Background: an optimization exercise with open tools, aiming at small area, a short achievable clock period and few clock cycles. Do not read the settings as production practice.
Only simulation tests tie the RTL to the original design; equivalence was not proved.
Power and IR drop assume default switching activity.

## quic_walk
module quic_walk (
    input  wire        clk,
    input  wire        rst,
    input  wire        in_valid,
    output wire        in_ready,
    input  wire [31:0] in_data,
    input  wire [2:0]  in_cnt,
    input  wire        in_last,
    output wire        frm_valid,
    output wire [3:0]  frm_kind,
    output wire [7:0]  frm_tag,
    output wire [15:0] frm_off,
    output wire [15:0] frm_len,
    output wire        done_valid,
    output wire [7:0]  done_status,
    output wire [7:0]  done_cause,
    output wire [15:0] done_nfrm,
    output wire [15:0] done_nbytes
);
    localparam [2:0] S_TAG  = 3'd0;   
    localparam [2:0] S_X1   = 3'd1;   
    localparam [2:0] S_X2   = 3'd2;   
    localparam [2:0] S_B    = 3'd3;   
    localparam [2:0] S_UTF  = 3'd4;   
    localparam [2:0] S_D0   = 3'd5;   
    localparam [2:0] S_D0OK = 3'd6;   
    localparam [2:0] S_ERR  = 3'd7;   
    localparam [2:0] B_DL  = 3'd0;    
    localparam [2:0] B_NBS = 3'd1;    
    localparam [2:0] B_NB  = 3'd2;    
    localparam [2:0] B_TS2 = 3'd3;    
  ...
For scale: about 1600 cells after synthesis, about 150 flip-flops, roughly 130 I/O pins.
clock: 8.0 ns
lec_check: 0
abc_area: 1
cap_margin: 20
core_margin: 2
core_utilization: 65
cts_buf_list: sky130_fd_sc_hd__clkbuf_8
place_density: 0.75
setup_slack_margin: 3.5
slew_margin: 20
standard.sh (not shown) runs the stock make flow with config.mk's settings and CLKGATE_MAP_FILE= SYNTH_SCRIPT=/design/flow/synth_recipe.tcl, a recipe that flattens the netlist after the stock synthesis.
==> flow/flow/run.sh <==
#!/bin/bash
# The standard layout (the standard.sh, all steps), with two changes to
# how it is built: the port buffers that buffer_ports inserts are plain
# sky130_fd_sc_hd__buf_1 cells (every input and output port still gets its
# own buffer), and clock tree synthesis adds no dummy loads to its leaves.
# The full output of make and of the DEF export goes to flow_make.log; ORFS
# keeps each step's own log under orfs/logs/.
set -euo pipefail
export BUFFER_PORTS_ARGS="-buffer_cell sky130_fd_sc_hd__buf_1"
export CTS_ARGS="-sink_clustering_enable -repair_clock_nets -buf_list sky130_fd_sc_hd__clkbuf_8 -dont_use_dummy_load"
bash standard.sh > flow_make.log 2>&1
Testbench counts at the start, summed over its fixed seeds: cycles 13,226.
Then changed:
==> flow/flow/run.sh (replaced) <==
#!/bin/bash
# The standard layout (the standard.sh, all steps), with the port buffers
# that buffer_ports inserts made plain sky130_fd_sc_hd__buf_1 cells: every
# input and output port still gets its own buffer. The full output of make and
# of the DEF export goes to flow_make.log; ORFS keeps each step's own log
# under orfs/logs/.
set -euo pipefail
export BUFFER_PORTS_ARGS="-buffer_cell sky130_fd_sc_hd__buf_1"
bash standard.sh > flow_make.log 2>&1
CORE_UTILIZATION = 60   (was 65)
PLACE_DENSITY = 0.7   (was 0.75)
What happened:
- worst hold slack is better by 0.018 ns
- die area goes up by 8.1%
- setup slack is worse by 0.039 ns
- combinational power goes down by 5.1%
- non-clock buffer count goes down by 20
- wire length goes down by 2.3%
- cell count goes up by 1.5%
- first-iteration DRC count goes down by 31%
Then changed:
==> flow/flow/run.sh (replaced) <==
#!/bin/bash
# The standard layout (the standard.sh, all steps), with two changes to
# how it is built: the port buffers that buffer_ports inserts are plain
# sky130_fd_sc_hd__buf_1 cells (every input and output port still gets its
# own buffer), and clock tree synthesis adds no dummy loads to its leaves.
# The full output of make and of the DEF export goes to flow_make.log; ORFS
# keeps each step's own log under orfs/logs/.
set -euo pipefail
export BUFFER_PORTS_ARGS="-buffer_cell sky130_fd_sc_hd__buf_1"
export CTS_ARGS="-sink_clustering_enable -repair_clock_nets -buf_list sky130_fd_sc_hd__clkbuf_8 -dont_use_dummy_load"
bash standard.sh > flow_make.log 2>&1
- wire length drops by 1.9%
- synthesized area stays the same
- final area drops by 2.3%
Then changed:
SETUP_SLACK_MARGIN = 3.75   (was 3.5)
Result: Synthesized area is unchanged. Global-route usage rose by 0.96 points. First-iteration DRC count rises by 24%. Maximum frequency rose by 2.3%. Clock-buffer cell count is unchanged. Flip-flop and latch count stays the same.
Then changed:
SETUP_SLACK_MARGIN = 3.25   (was 3.75)
Clock skew climbs by 0.0039 ns.
Routed wire length shrinks by 5.0%.
Synthesized cell count stays the same.
Count of clock-buffer cells in the layout does not change.
Via count fell by 3.7%.
Hold slack is about the same.
Design area shrinks by 6.6%.

the reference run:
Another version of the RTL of quic_walk (not shown whole).
Size in the first run: ~1600 cells after synthesis, about 150 flip-flops, ~130 I/O pins.
export LEC_CHECK = 0
export ABC_AREA = 1
export CAP_MARGIN = 20
export CORE_MARGIN = 2
export CORE_UTILIZATION = 60
export CTS_BUF_LIST = sky130_fd_sc_hd__clkbuf_8
export PLACE_DENSITY = 0.7
export SETUP_SLACK_MARGIN = 3.0
export SLEW_MARGIN = 20
create_clock -name core_clock -period 8.0 [get_ports {clk}]
==> flow/flow/run.sh <==
#!/bin/bash
# The standard layout (the standard.sh, all steps), with the port buffers
# that buffer_ports inserts made plain sky130_fd_sc_hd__buf_1 cells: every
# input and output port still gets its own buffer. The full output of make and
# of the DEF export goes to flow_make.log; ORFS keeps each step's own log
# under orfs/logs/.
set -euo pipefail
export BUFFER_PORTS_ARGS="-buffer_cell sky130_fd_sc_hd__buf_1"
bash standard.sh > flow_make.log 2>&1
Testbench counts of the reference run, summed over its fixed seeds: cycles 13,227.
Relative to the reference run, the following input files were edited for the trial run:
- SETUP_SLACK_MARGIN changed from 3.0 to 2.5
==> flow/run.sh (new file) <==
#!/bin/bash
# synth_recipe.tcl (not shown) runs the flow's synth.tcl, then flattens the netlist and writes it again
# the make line also repeats each setting of config.mk as NAME=value (left out here)
make -C /OpenROAD-flow-scripts/flow DESIGN_CONFIG=/design/flow/config.mk WORK_HOME=/design/flow/orfs CLKGATE_MAP_FILE= SYNTH_SCRIPT=/design/flow/synth_recipe.tcl finish
removed: flow/flow/run.sh
removed: flow/standard.sh
Notes after the runs:
Transition time of the tightest slew-check pin, the trial run and the reference run: lower on the trial run. | final routed wire length divided by cell count | the trial run vs the reference run | about 2% higher |. Data required time of the worst path essentially unchanged between the reference run and the trial run. Every stage of the flow completed for the trial run, and the final layout passed the timing, design-rule and antenna checks. Core util | the trial run vs the reference run | the trial run higher. Lower final clock period utilization by the worst path among the trial run and the reference run: the reference run. After detailed routing, the reference run needs less wire than the trial run. The reference run has lower post-layout instance area than the trial run. The global-route wire length before repair of the trial run is higher than that of the reference run.

quic_walk, a different RTL version from the one above (not shown whole).
For scale: roughly 1300 cells after synthesis, ~150 flip-flops, roughly 130 I/O pins, about 11000 um2 of cells after synthesis.
## quic_walk
module quic_walk (
    input  wire        clk,
    input  wire        rst,
    input  wire        in_valid,
    output wire        in_ready,
    input  wire [31:0] in_data,
    input  wire [2:0]  in_cnt,
    input  wire        in_last,
    output wire        frm_valid,
    output wire [3:0]  frm_kind,
    output wire [7:0]  frm_tag,
    output wire [15:0] frm_off,
    output wire [15:0] frm_len,
    output wire        done_valid,
    output wire [7:0]  done_status,
    output wire [7:0]  done_cause,
    output wire [15:0] done_nfrm,
    output wire [15:0] done_nbytes
);
clock: 8.0 ns
lec_check: 0
abc_area: 0
cap_margin: 20
core_margin: 2
core_utilization: 60
cts_buf_list: sky130_fd_sc_hd__clkbuf_8
place_density: 0.7
setup_slack_margin: 3.0
slew_margin: 20
==> flow/flow/run.sh <==
#!/bin/bash
# The standard layout (the standard.sh, all steps), with the port buffers
# that buffer_ports inserts made plain sky130_fd_sc_hd__buf_1 cells: every
# input and output port still gets its own buffer. The full output of make and
# of the DEF export goes to flow_make.log; ORFS keeps each step's own log
# under orfs/logs/.
set -euo pipefail
export BUFFER_PORTS_ARGS="-buffer_cell sky130_fd_sc_hd__buf_1"
bash standard.sh > flow_make.log 2>&1
The first run completed with no timing, DRC or antenna violations.
Testbench counts at the start, summed over its fixed seeds: cycles 13,226.
Then changed:
ABC_AREA = 1   (was 0)
Total power decreases by 59%.
Setup slack improves by 0.034 ns.
Worst hold slack degrades by 0.0031 ns.
Clock skew decreases by 0.0058 ns.
Then changed:
CORE_UTILIZATION = 50   (was 60)
PLACE_DENSITY = 0.6   (was 0.7)
SETUP_SLACK_MARGIN = 3.5   (was 3.0)
What happened: Worst hold slack loses 0.013 ns; non-clock buffer count went up by 58; sequential share of layout area went down by 2.1 points; via count went up by a few percent; global-route usage went down by 2.0 points; core utilization went down by 7.2 points.
Then changed:
CAP_MARGIN = 5   (was 20)
CORE_UTILIZATION = 60   (was 50)
PLACE_DENSITY = 0.7   (was 0.6)
SETUP_SLACK_MARGIN = 3.25   (was 3.5)
SLEW_MARGIN = 5   (was 20)
- The changed run passed the timing, design-rule and antenna checks
- sequential share of layout area is higher by 0.99 points
- via count drops by about 0.5%
- sequential power barely changes
- final area shrinks by 3.6%
- area after synthesis is unchanged
- total power goes down by 2.9%
- worst setup slack gets worse by 0.057 ns
- wire length went down by about 10%
- first-iteration DRC count is higher by about 5.5%
- die area went down by 16%
- synthesized cell count is unchanged
Then changed:
SETUP_SLACK_MARGIN = 3.5   (was 3.25)
What happened: Wire length grows by 9.0%. Setup slack improves by 0.044 ns. Register-to-register slack improves by 0.22 ns. Power grows by 4.6%. Via count grows by 4.5%. Global-route usage grows by 3.0 points. Non-clock buffer count grows by 39.

Another version of the RTL of quic_walk (not shown whole).
Size in the first run: about 1600 cells after synthesis, roughly 150 flip-flops, about 130 I/O pins, roughly 11000 um^2 of cells after synthesis.
// quic_walk
module quic_walk (
    input  wire        clk,
    input  wire        rst,
    input  wire        in_valid,
    output wire        in_ready,
    input  wire [31:0] in_data,
    input  wire [2:0]  in_cnt,
    input  wire        in_last,
    output wire        frm_valid,
    output wire [3:0]  frm_kind,
    output wire [7:0]  frm_tag,
    output wire [15:0] frm_off,
    output wire [15:0] frm_len,
    output wire        done_valid,
    output wire [7:0]  done_status,
    output wire [7:0]  done_cause,
    output wire [15:0] done_nfrm,
    output wire [15:0] done_nbytes
);
    localparam [2:0] S_TAG  = 3'd0;   
    localparam [2:0] S_X1   = 3'd1;   
    localparam [2:0] S_X2   = 3'd2;   
    localparam [2:0] S_B    = 3'd3;   
    localparam [2:0] S_UTF  = 3'd4;   
    localparam [2:0] S_D0   = 3'd5;   
    localparam [2:0] S_D0OK = 3'd6;   
    localparam [2:0] S_ERR  = 3'd7;   
    localparam [2:0] B_DL  = 3'd0;    
    localparam [2:0] B_NBS = 3'd1;    
    localparam [2:0] B_NB  = 3'd2;    
    localparam [2:0] B_TS2 = 3'd3;    
    localparam [2:0] B_TS1 = 3'd4;    
    localparam [1:0] E_RESV  = 2'd0;
    localparam [1:0] E_UTF   = 2'd1;
    localparam [1:0] E_TRUNC = 2'd2;
    localparam [2:0] U_ANY = 3'd0;    
    localparam [2:0] U_A0  = 3'd1;    
    localparam [2:0] U_9F  = 3'd2;    
    localparam [2:0] U_90  = 3'd3;    
    localparam [2:0] U_8F  = 3'd4;    
    reg        bv;
    reg [31:0] bdata;
    reg [2:0]  bcnt;
    reg        blast;
    reg [13:0] bpos;      
    reg [2:0]  brel;      
    reg [2:0]  st;
    reg [2:0]  bs;        
    reg [16:0] cur;       
  ...
==> flow/config.mk <==
export PLATFORM = sky130hd
export DESIGN_NAME = quic_walk
export DESIGN_NICKNAME = quic_walk
export VERILOG_FILES = /design/flow/design.v
export SDC_FILE = /design/flow/constraint.sdc
export NUM_CORES = 4
export LEC_CHECK = 0
export ABC_AREA = 1
export CAP_MARGIN = 20
export CORE_MARGIN = 2
export CORE_UTILIZATION = 40
export PLACE_DENSITY = 0.6
export SLEW_MARGIN = 20
==> flow/constraint.sdc <==
create_clock -name core_clock -period 8.0 [get_ports {clk}]
set_input_delay 1.6000 -clock core_clock [delete_from_list [all_inputs] [get_ports {clk}]]
set_output_delay 1.6000 -clock core_clock [all_outputs]
set_load 0.01 [all_outputs]
run.sh (not shown) runs the stock make flow with config.mk's settings and CLKGATE_MAP_FILE= SYNTH_SCRIPT=/design/flow/synth_recipe.tcl, a recipe that flattens the netlist after the stock synthesis.
Stock flow here: none of the scripts above is used.
The starting point completed with no timing, DRC or antenna violations.
Testbench counts at the start, summed over its fixed seeds: cycles 13,372.
Rerun with:
==> flow/flow/run.sh (new file) <==
#!/bin/bash
# The standard layout (the standard.sh, all steps), with the port buffers
# that buffer_ports inserts made plain sky130_fd_sc_hd__buf_1 cells: every
# input and output port still gets its own buffer. The full output of make and
# of the DEF export goes to flow_make.log; ORFS keeps each step's own log
# under orfs/logs/.
set -euo pipefail
export BUFFER_PORTS_ARGS="-buffer_cell sky130_fd_sc_hd__buf_1"
bash standard.sh > flow_make.log 2>&1
==> flow/standard.sh (new file) <==
#!/bin/bash
# synth_recipe.tcl (not shown) runs the flow's synth.tcl, then flattens the netlist and writes it again
# the make line also repeats each setting of config.mk as NAME=value (left out here)
make -C /OpenROAD-flow-scripts/flow DESIGN_CONFIG=/design/flow/config.mk WORK_HOME=/design/flow/orfs CLKGATE_MAP_FILE= SYNTH_SCRIPT=/design/flow/synth_recipe.tcl "${@:-finish}"
removed: flow/run.sh
Outcome: The changed run produced a clean layout. Global-route usage is lower by 1.1 points. Power is lower by 2.4%. Cell area is lower by 5.7%. Register-to-register slack degrades by 90 ps. Clock power is higher by about 0.5%.

port drivers added, routing unchanged:
The results above use ideal ports. As a check the final layouts listed here were re-extracted and re-timed, cells and wires unchanged.
Step 1 (the two cells are an assumption about what drives the block):
set clk [get_ports {clk}]
set_driving_cell -lib_cell sky130_fd_sc_hd__clkbuf_16 $clk
set_driving_cell -lib_cell sky130_fd_sc_hd__buf_2 [delete_from_list [all_inputs] $clk]
Step 2 also shifts input and output timing later by t, the mid clock arrival at the registers, as if the neighbouring blocks saw the same clock.
a / b / c = ideal / step 1 / step 2; a / b = the first two.
run | shift t [ns] | setup WS [ns] | cell pins on the clock port's net
the first run of note 1 | 0.513 | 3.501 / 3.458 / 3.688 | 1
the second run of note 1 | 0.506 | 3.462 / 3.418 / 3.642 | 1
the third run of note 1 | 0.486 | 3.431 / 3.388 / 3.651 | 1
the fourth run of note 1 | 0.500 | 3.534 / 3.491 / 3.599 | 1
the fifth run of note 1 | 0.490 | 3.220 / 3.176 / 3.556 | 1
the reference run | 0.520 | 3.117 / 3.072 / 3.326 | 1
the trial run | 0.514 | 2.604 / 2.562 / 2.909 | 1
the first run of note 3 | 0.514 | 3.101 / 3.059 / 3.199 | 1
the second run of note 3 | 0.506 | 3.135 / 3.093 / 3.411 | 1
the third run of note 3 | 0.506 | 3.407 / 3.363 / 3.659 | 1
the fourth run of note 3 | 0.507 | 3.350 / 3.307 / 3.423 | 1
the fifth run of note 3 | 0.507 | 3.394 / 3.351 / 3.636 | 1
the first run of note 4 | 0.480 | 1.947 / 1.897 / 2.123 | 1
the second run of note 4 | 0.493 | 2.026 / 2.026 / 2.026 | 1
After both steps every run listed still meets setup and hold.
